Source: an optimization exercise on an open RTL-to-GDS flow (aim: a short achievable clock period and few clock cycles). Production flows keep margins and buffers that such runs may drop. RTL that was checked went through simulation tests only; none was proved equivalent to the original.

==> 08-23: inputs <==
## stark_core
module stark_core (
    input  wire        clk,
    input  wire        rst,
    output wire        mem_re,
    output wire [11:0] mem_raddr,
    input  wire [31:0] mem_rdata,
    output reg         mem_we,
    output reg  [11:0] mem_waddr,
    output reg  [31:0] mem_wdata,
    output reg         halted,
    output reg         faulted,
    output reg  [2:0]  fault_code,
    output reg  [31:0] fault_info,
    output wire [31:0] pc,
    output wire [31:0] r0,
    output wire [31:0] r1,
    output wire [31:0] r2,
    output wire [31:0] r3,
    output wire        flag
);
    localparam [31:0] RSV  = 32'd256;
    localparam [31:0] SIZE = 32'd2304;
    localparam integer QN = 16;         
    localparam integer DK = 4;          
    localparam [2:0] S_RUN   = 3'd0;    
    localparam [2:0] S_MUL   = 3'd1;    
    localparam [2:0] S_DSET  = 3'd2;    
    localparam [2:0] S_DIV   = 3'd3;    
    localparam [2:0] S_FAULT = 3'd4;    
    localparam [2:0] S_DONE  = 3'd5;    
    reg [2:0]  state;
    reg [11:0] pcr;                     
    reg [31:0] x0, x1, x2, x3;
    reg        flag_q;
    assign pc   = {20'd0, pcr};
    assign flag = flag_q;
    assign r0   = x0;
    assign r1   = x1;
    assign r2   = x2;
    assign r3   = x3;
    function [31:0] xsel(input [1:0] i);
        case (i)
            2'd0: xsel = x0;
            2'd1: xsel = x1;
            2'd2: xsel = x2;
            default: xsel = x3;
        endcase
    endfunction
    reg [8*QN-1:0] qv;
    reg [4:0]      qn;
    reg            pend;        
    reg [12:0]     fa;          
    reg            fl_wait;     
    wire [7:0] h0 = qv[7:0];
    wire [7:0] h1 = qv[15:8];
    wire [7:0] h2 = qv[23:16];
    wire [7:0] h3 = qv[31:24];
    wire [7:0] h4 = qv[39:32];
    wire [7:0] h5 = qv[47:40];
    wire [7:0] h6 = qv[55:48];
    wire [7:0] h7 = qv[63:56];
    wire [7:0] h8 = qv[71:64];
    reg        d_valid;
    reg [3:0]  d_len;           
    reg [7:0]  d_regs;          
    always @* begin
        d_valid = 1'b1;
        d_len   = 4'd1;
        d_regs  = 8'b0;
        case (h0)
            8'h01:                      begin d_len = 4'd1; d_regs = 8'b00000000; end
            8'h10, 8'h18:               begin d_len = 4'd3; d_regs = 8'b00000011; end
  ...
==> flow/config.mk <==
export PLATFORM = sky130hd
export DESIGN_NAME = stark_core
export DESIGN_NICKNAME = stark_core
export VERILOG_FILES = /design/flow/design.v
export SDC_FILE = /design/flow/constraint.sdc
export NUM_CORES = 4
export LEC_CHECK = 0
export ABC_CLOCK_PERIOD_IN_PS = 4000
export CAP_MARGIN = 20
export CORE_MARGIN = 2
export CORE_UTILIZATION = 40
export SETUP_SLACK_MARGIN = 5
export SLEW_MARGIN = 20
export TNS_END_PERCENT = 100
==> flow/constraint.sdc <==
create_clock -name core_clock -period 12.0 [get_ports {clk}]
set_input_delay 2.4000 -clock core_clock [delete_from_list [all_inputs] [get_ports {clk}]]
set_output_delay 2.4000 -clock core_clock [all_outputs]
set_load 0.01 [all_outputs]
run.sh (not shown) runs the stock make flow with config.mk's settings and CLKGATE_MAP_FILE= SYNTH_SCRIPT=/design/flow/synth_recipe.tcl, a recipe that flattens the netlist after the stock synthesis.
==> inputs of 07-04, as changes to 08-23 <==
--- a/flow/design.v
+++ b/flow/design.v
@@ -19,11 +19,11 @@
     output wire        flag
 );
     localparam [31:0] RSV  = 32'd256;
     localparam [31:0] SIZE = 32'd2304;
     localparam integer QN = 16;         
-    localparam integer DK = 4;          
+    localparam integer DK = 2;          
     localparam [2:0] S_RUN   = 3'd0;    
     localparam [2:0] S_MUL   = 3'd1;    
     localparam [2:0] S_DSET  = 3'd2;    
     localparam [2:0] S_DIV   = 3'd3;    
     localparam [2:0] S_FAULT = 3'd4;    
ABC_CLOCK_PERIOD_IN_PS = default   (was 4000)
==> comparison table <==
	08-23	07-04
Outcome	finished clean	finished clean
Placer's final routability congestion estimate	1.03	1.04
Share of final-layout standard cells stronger than drive strength 1	18.8%	14.3%
Gate Count Post-Synth	8,519	7,785
RR Startpoint	dv_quo[31]	m_b[4]
Largest net degree at the start of global routing	200	95
Global-route wire length before repair	496,000 um	450,000 um
Post-CTS clock slew at the launch and capture registers of the worst setup and hold paths	70 ps	60 ps
Core box area	165,000 um^2	156,000 um^2
Number of well-tap cells placed	2,189	2,058
Worst hold slack across all endpoints	450 ps	451 ps
Testbench counts of 08-23, summed over its fixed seeds: cycles 19,169.
Testbench counts of 07-04, summed over its fixed seeds: cycles 21,516.

---

==> build 85: inputs <==
stark_core, a different RTL version from the one above (not shown whole).
==> flow/config.mk <==
export PLATFORM = sky130hd
export DESIGN_NAME = stark_core
export DESIGN_NICKNAME = stark_core
export VERILOG_FILES = /design/flow/design.v
export SDC_FILE = /design/flow/constraint.sdc
export NUM_CORES = 4
export LEC_CHECK = 0
export ABC_CLOCK_PERIOD_IN_PS = 4000
export CAP_MARGIN = 20
export CORE_MARGIN = 2
export CORE_UTILIZATION = 40
export SETUP_SLACK_MARGIN = 5
export SLEW_MARGIN = 20
export TNS_END_PERCENT = 100
==> flow/constraint.sdc <==
create_clock -name core_clock -period 12.0 [get_ports {clk}]
set_input_delay 2.4000 -clock core_clock [delete_from_list [all_inputs] [get_ports {clk}]]
set_output_delay 2.4000 -clock core_clock [all_outputs]
set_load 0.01 [all_outputs]
==> inputs of build 45, as changes to build 85 <==
--- a/flow/design.v
+++ b/flow/design.v
@@ -18,13 +18,14 @@
     output wire [31:0] r3,
     output wire        flag
 );
     localparam [31:0] RSV  = 32'd256;
     localparam [31:0] SIZE = 32'd2304;
     localparam integer QN = 20;         
-    localparam integer DK = 4;          
+    localparam integer DK = 2;          
+    localparam integer DKN = 4;         
     localparam integer NL = 32;         
     localparam integer LB = 7;          
     localparam [1:0] S_RUN   = 2'd0;    
     localparam [1:0] S_FAULT = 2'd1;    
     localparam [1:0] S_DONE  = 2'd2;    
     reg [1:0]  state;
@@ -51,18 +52,22 @@
     wire e_jmp  = e_v && (e_op[7:2] == 6'b001100);
     wire e_cmp  = e_v && (e_op == 8'h40);
     wire e_hlt  = e_v && (e_op == 8'h01);
     wire e_mul  = e_v && ((e_op == 8'h55) || (e_op == 8'h56));
     wire e_div  = e_v && ((e_op == 8'h57) || (e_op == 8'h58) || (e_op == 8'h59));
     wire e_md   = e_mul || e_div;
-    wire [31:0] alu_y = e_sub ? (e_a - e_b) : (e_a + e_b);
-    wire        e_fwd = e_v && e_we;
-    wire [31:0] xf0 = (e_fwd && e_d == 2'd0) ? alu_y : x0;
-    wire [31:0] xf1 = (e_fwd && e_d == 2'd1) ? alu_y : x1;
-    wire [31:0] xf2 = (e_fwd && e_d == 2'd2) ? alu_y : x2;
-    wire [31:0] xf3 = (e_fwd && e_d == 2'd3) ? alu_y : x3;
+    wire        e_dz  = e_div && (e_a < e_b);
+    wire [31:0] alu_y = e_dz ? 32'd0 : (e_sub ? (e_a - e_b) : (e_a + e_b));
+    wire        e_fwd = (e_v && e_we) || e_dz;
+    reg         mbusy, dbusy;
+    reg  [1:0]  m_d;            
+    wire [31:0] m_y;
+    wire [31:0] xf0 = (e_fwd && e_d == 2'd0) ? alu_y : ((mbusy && m_d == 2'd0) ? m_y : x0);
+    wire [31:0] xf1 = (e_fwd && e_d == 2'd1) ? alu_y : ((mbusy && m_d == 2'd1) ? m_y : x1);
+    wire [31:0] xf2 = (e_fwd && e_d == 2'd2) ? alu_y : ((mbusy && m_d == 2'd2) ? m_y : x2);
+    wire [31:0] xf3 = (e_fwd && e_d == 2'd3) ? alu_y : ((mbusy && m_d == 2'd3) ? m_y : x3);
     function [31:0] xsel(input [1:0] i);
         case (i)
             2'd0: xsel = xf0;
             2'd1: xsel = xf1;
             2'd2: xsel = xf2;
             default: xsel = xf3;
@@ -153,14 +158,12 @@
             8'h19:   begin d_sa = xh1;    d_sv = {24'd0, h2}; end
             8'h1A:   begin d_sa = xh1;    d_sv = {16'd0, h3, h2}; end
             default: begin d_sa = xh1;    d_sv = imm_25; end
         endcase
     end
     wire [31:0] d_t = h0[0] ? imm_14 : xh1;
-    reg        mbusy, dbusy;
-    reg [1:0]  m_d;             
     wire       ubusy = mbusy || dbusy;
     wire e_st_ok  = (e_sa > RSV) && (e_sa < SIZE - 32'd3);
     wire e_taken  = !e_op[1] || !flag_q;
     wire e_jmp_ok = (e_t > RSV) && (e_t < SIZE);
     wire e_div0   = (e_b == 32'd0);
     wire e_f2 = e_st && !e_st_ok;
@@ -178,14 +181,14 @@
     wire        run     = (state == S_RUN);
     wire [12:0] pc_len  = {1'b0, pcr} + {9'd0, d_len};
     wire        overrun = (pc_len > {1'b0, SIZE[11:0]});
     wire        regbad  = |(d_regs & {h8[7:2] != 0, h7[7:2] != 0, h6[7:2] != 0, h5[7:2] != 0,
                                       h4[7:2] != 0, h3[7:2] != 0, h2[7:2] != 0, h1[7:2] != 0});
     wire        d_bad   = !d_valid || regbad || overrun;
-    wire        hz_on   = ubusy || e_md;
-    wire [1:0]  hz_d    = ubusy ? m_d : e_d;
+    wire        hz_on   = dbusy || e_mul || (e_div && !e_dz);
+    wire [1:0]  hz_d    = dbusy ? m_d : e_d;
     wire [7:0]  hz_m    = {h8[1:0] == hz_d, h7[1:0] == hz_d, h6[1:0] == hz_d, h5[1:0] == hz_d,
                            h4[1:0] == hz_d, h3[1:0] == hz_d, h2[1:0] == hz_d, h1[1:0] == hz_d};
     wire        hz      = hz_on && ((|(d_regs & hz_m)) || op_md || op_hlt);
     wire        d_go    = run && !pc_end && have && !d_bad && !hz && !e_redir && !e_stop;
     wire        d_redir = d_go && op_jimm;       
     wire        d_rd    = run && op_jimm && (qn >= 5'd5);
@@ -324,30 +327,35 @@
         end
     end
     reg  [31:0] m_p0;
     reg  [23:0] m_p1;
     reg  [15:0] m_p2;
     reg  [7:0]  m_p3;
-    wire [31:0] m_y = m_p0 + {m_p1, 8'd0} + {m_p2, 16'd0} + {m_p3, 24'd0};
+    assign m_y = m_p0 + {m_p1, 8'd0} + {m_p2, 16'd0} + {m_p3, 24'd0};
     reg [31:0] dv_quo, dv_rem, dv_den;
     reg [33:0] dv_d3;
-    reg [3:0]  dv_cnt;
+    reg [4:0]  dv_cnt;
+    reg        dv_nar;
     function [5:0] msb32(input [31:0] v);    
         integer k;
         begin
             msb32 = 6'd0;
             for (k = 0; k < 32; k = k + 1)
                 if (v[k]) msb32 = k + 1;
         end
     endfunction
     wire [5:0] mn = msb32(e_a);
     wire [5:0] md = msb32(e_b);
     wire [6:0] nbs = {1'b0, mn} - {1'b0, md} + 7'd1;    
     wire [5:0] nb  = nbs[6] ? 6'd0 : nbs[5:0];
-    wire [5:0] nbr_raw = (nb + DK - 1) / DK * DK;
-    wire [5:0] nbr = (nbr_raw == 6'd0) ? DK : ((nbr_raw > 6'd32) ? 6'd32 : nbr_raw);
+    wire       nar = (md <= 6'd8);
+    wire [5:0] nbr_w = (nb + DK - 1) / DK * DK;
+    wire [5:0] nbr_n = (nb + DKN - 1) / DKN * DKN;
+    wire [5:0] nbr_raw = nar ? nbr_n : nbr_w;
+    wire [5:0] nbr = (nbr_raw == 6'd0) ? (nar ? DKN : DK) : ((nbr_raw > 6'd32) ? 6'd32 : nbr_raw);
+    wire [4:0] ncyc = nar ? ((nbr + DKN - 1) / DKN) : (nbr / DK);
     wire [31:0] rem_init = (nbr >= 6'd32) ? 32'd0 : (e_a >> nbr);
     wire [31:0] quo_init = e_a << (6'd32 - nbr);
     reg [31:0] it_rem, it_quo;
     reg [33:0] it_sh, it_t1, it_t2;
     reg [34:0] it_t3;
     integer s;
@@ -368,15 +376,40 @@
                 it_rem = it_t1[31:0]; it_quo[1:0] = 2'd1;
             end else begin
                 it_rem = it_sh[31:0];
             end
         end
     end
+    reg [7:0]  nt_rem;
+    reg [31:0] nt_quo;
+    reg [9:0]  nt_sh;
+    reg [10:0] nt_t1, nt_t2, nt_t3;
+    always @* begin
+        nt_rem = dv_rem[7:0];
+        nt_quo = dv_quo;
+        for (s = 0; s < DKN / 2; s = s + 1) begin
+            nt_sh  = {nt_rem, nt_quo[31:30]};
+            nt_t1  = {1'b0, nt_sh} - {3'b0, dv_den[7:0]};
+            nt_t2  = {1'b0, nt_sh} - {2'b0, dv_den[7:0], 1'b0};
+            nt_t3  = {1'b0, nt_sh} - {1'b0, dv_d3[9:0]};
+            nt_quo = {nt_quo[29:0], 2'b00};
+            if (!nt_t3[10]) begin
+                nt_rem = nt_t3[7:0]; nt_quo[1:0] = 2'd3;
+            end else if (!nt_t2[10]) begin
+                nt_rem = nt_t2[7:0]; nt_quo[1:0] = 2'd2;
+            end else if (!nt_t1[10]) begin
+                nt_rem = nt_t1[7:0]; nt_quo[1:0] = 2'd1;
+            end else begin
+                nt_rem = nt_sh[7:0];
+            end
+        end
+    end
+    wire [31:0] dv_nq = dv_nar ? nt_quo : it_quo;
     wire        ex_we = e_fwd;
-    wire        u_we  = mbusy || (dbusy && dv_cnt == 4'd1);
-    wire [31:0] u_y   = mbusy ? m_y : it_quo;
+    wire        u_we  = mbusy || (dbusy && dv_cnt == 5'd1);
+    wire [31:0] u_y   = mbusy ? m_y : dv_nq;
     always @(posedge clk) begin
         if (rst) begin
             x0 <= 32'd0;
             x1 <= 32'd0;
             x2 <= 32'd0;
             x3 <= 32'd0;
@@ -459,13 +492,14 @@
             m_p2       <= 16'd0;
             m_p3       <= 8'd0;
             dv_quo     <= 32'd0;
             dv_rem     <= 32'd0;
             dv_den     <= 32'd0;
             dv_d3      <= 34'd0;
-            dv_cnt     <= 4'd0;
+            dv_cnt     <= 5'd0;
+            dv_nar     <= 1'b0;
         end else begin
             mem_we <= e_do_st;
             if (e_do_st) begin
                 mem_waddr <= e_sa[11:0];
                 mem_wdata <= e_sv;
             end
@@ -476,25 +510,26 @@
                 m_d  <= e_d;
                 m_p0 <= e_a * e_b[7:0];
                 m_p1 <= e_a[23:0] * e_b[15:8];
                 m_p2 <= e_a[15:0] * e_b[23:16];
                 m_p3 <= e_a[7:0] * e_b[31:24];
             end
-            if (e_div && !e_div0) begin
+            if (e_div && !e_div0 && !e_dz) begin
                 m_d    <= e_d;
                 dbusy  <= 1'b1;
                 dv_rem <= rem_init;
                 dv_quo <= quo_init;
                 dv_den <= e_b;
                 dv_d3  <= {2'b0, e_b} + {1'b0, e_b, 1'b0};
-                dv_cnt <= nbr / DK;
+                dv_cnt <= ncyc;
+                dv_nar <= nar;
             end else if (dbusy) begin
-                dv_rem <= it_rem;
-                dv_quo <= it_quo;
-                dv_cnt <= dv_cnt - 4'd1;
-                if (dv_cnt == 4'd1)
+                dv_rem <= dv_nar ? {24'd0, nt_rem} : it_rem;
+                dv_quo <= dv_nq;
+                dv_cnt <= dv_cnt - 5'd1;
+                if (dv_cnt == 5'd1)
                     dbusy <= 1'b0;
             end
             if (!(e_stop && ubusy))
                 e_v <= d_go;
             if (d_go) begin
                 e_op   <= h0;
==> comparison table <==
| quantity | build 85 | build 45 |
|---|---|---|
| Routability cong. | 1.26 | 1.26 |
| Num CTS Buffers | 269 | 268 |
| Number of gates resized after cts | 2005 | 1891 |
| Share of the synthesized area in the top cell type | 22.6% | 22.7% |
| Minimum setup slack after placement | 1.65 ns | 0.968 ns |
| Unique masters post-synth | 140 | 133 |
| Cell area after placement | 196000 sq um | 196000 sq um |
| Dpl hpwl | 1150000 um | 1150000 um |
| Status | aborted with a tool error | aborted with a tool error |
| Failing step | global routing | global routing |
| Fraction of synthesized cell area in xor and xnor cells | 2.64% | 2.41% |
| Die Ht | 673 um | 671 um |
| #FFs+latches synth | 2086 | 2088 |
| Synth Area in Compound Gates | 29.8% | 29.6% |
| Simple-gate area share of the yosys netlist | 16.7% | 17.2% |
Testbench counts of build 85, summed over its fixed seeds: cycles 16,475.
The RTL of build 45 was laid out without a check of its function.

[port drivers added, routing unchanged]
In the flow no input, the clock included, has a driving cell. The finished layouts below were timed again as built, in two steps.
Step 1, drivers: a clkbuf_16 drives clk and a buf_2 each remaining input, both assumed.
Step 2 moves the port delays by t, midway between the first and last clock arrival at a register: inputs arrive t later, outputs are due t later. That takes back most of the time a late clock gives input paths.
Three values: no drivers, after step 1, after step 2; two values: the first two.
run | t, ns | slack for setup (ns) | latest minus earliest clock arrival (ns)
08-23 | 0.800 | 0.202 / 0.202 / 0.202 | 0.079 / 0.079
07-04 | 0.788 | 4.369 / 4.369 / 4.369 | 0.057 / 0.057
After both steps every run listed still meets setup and hold.
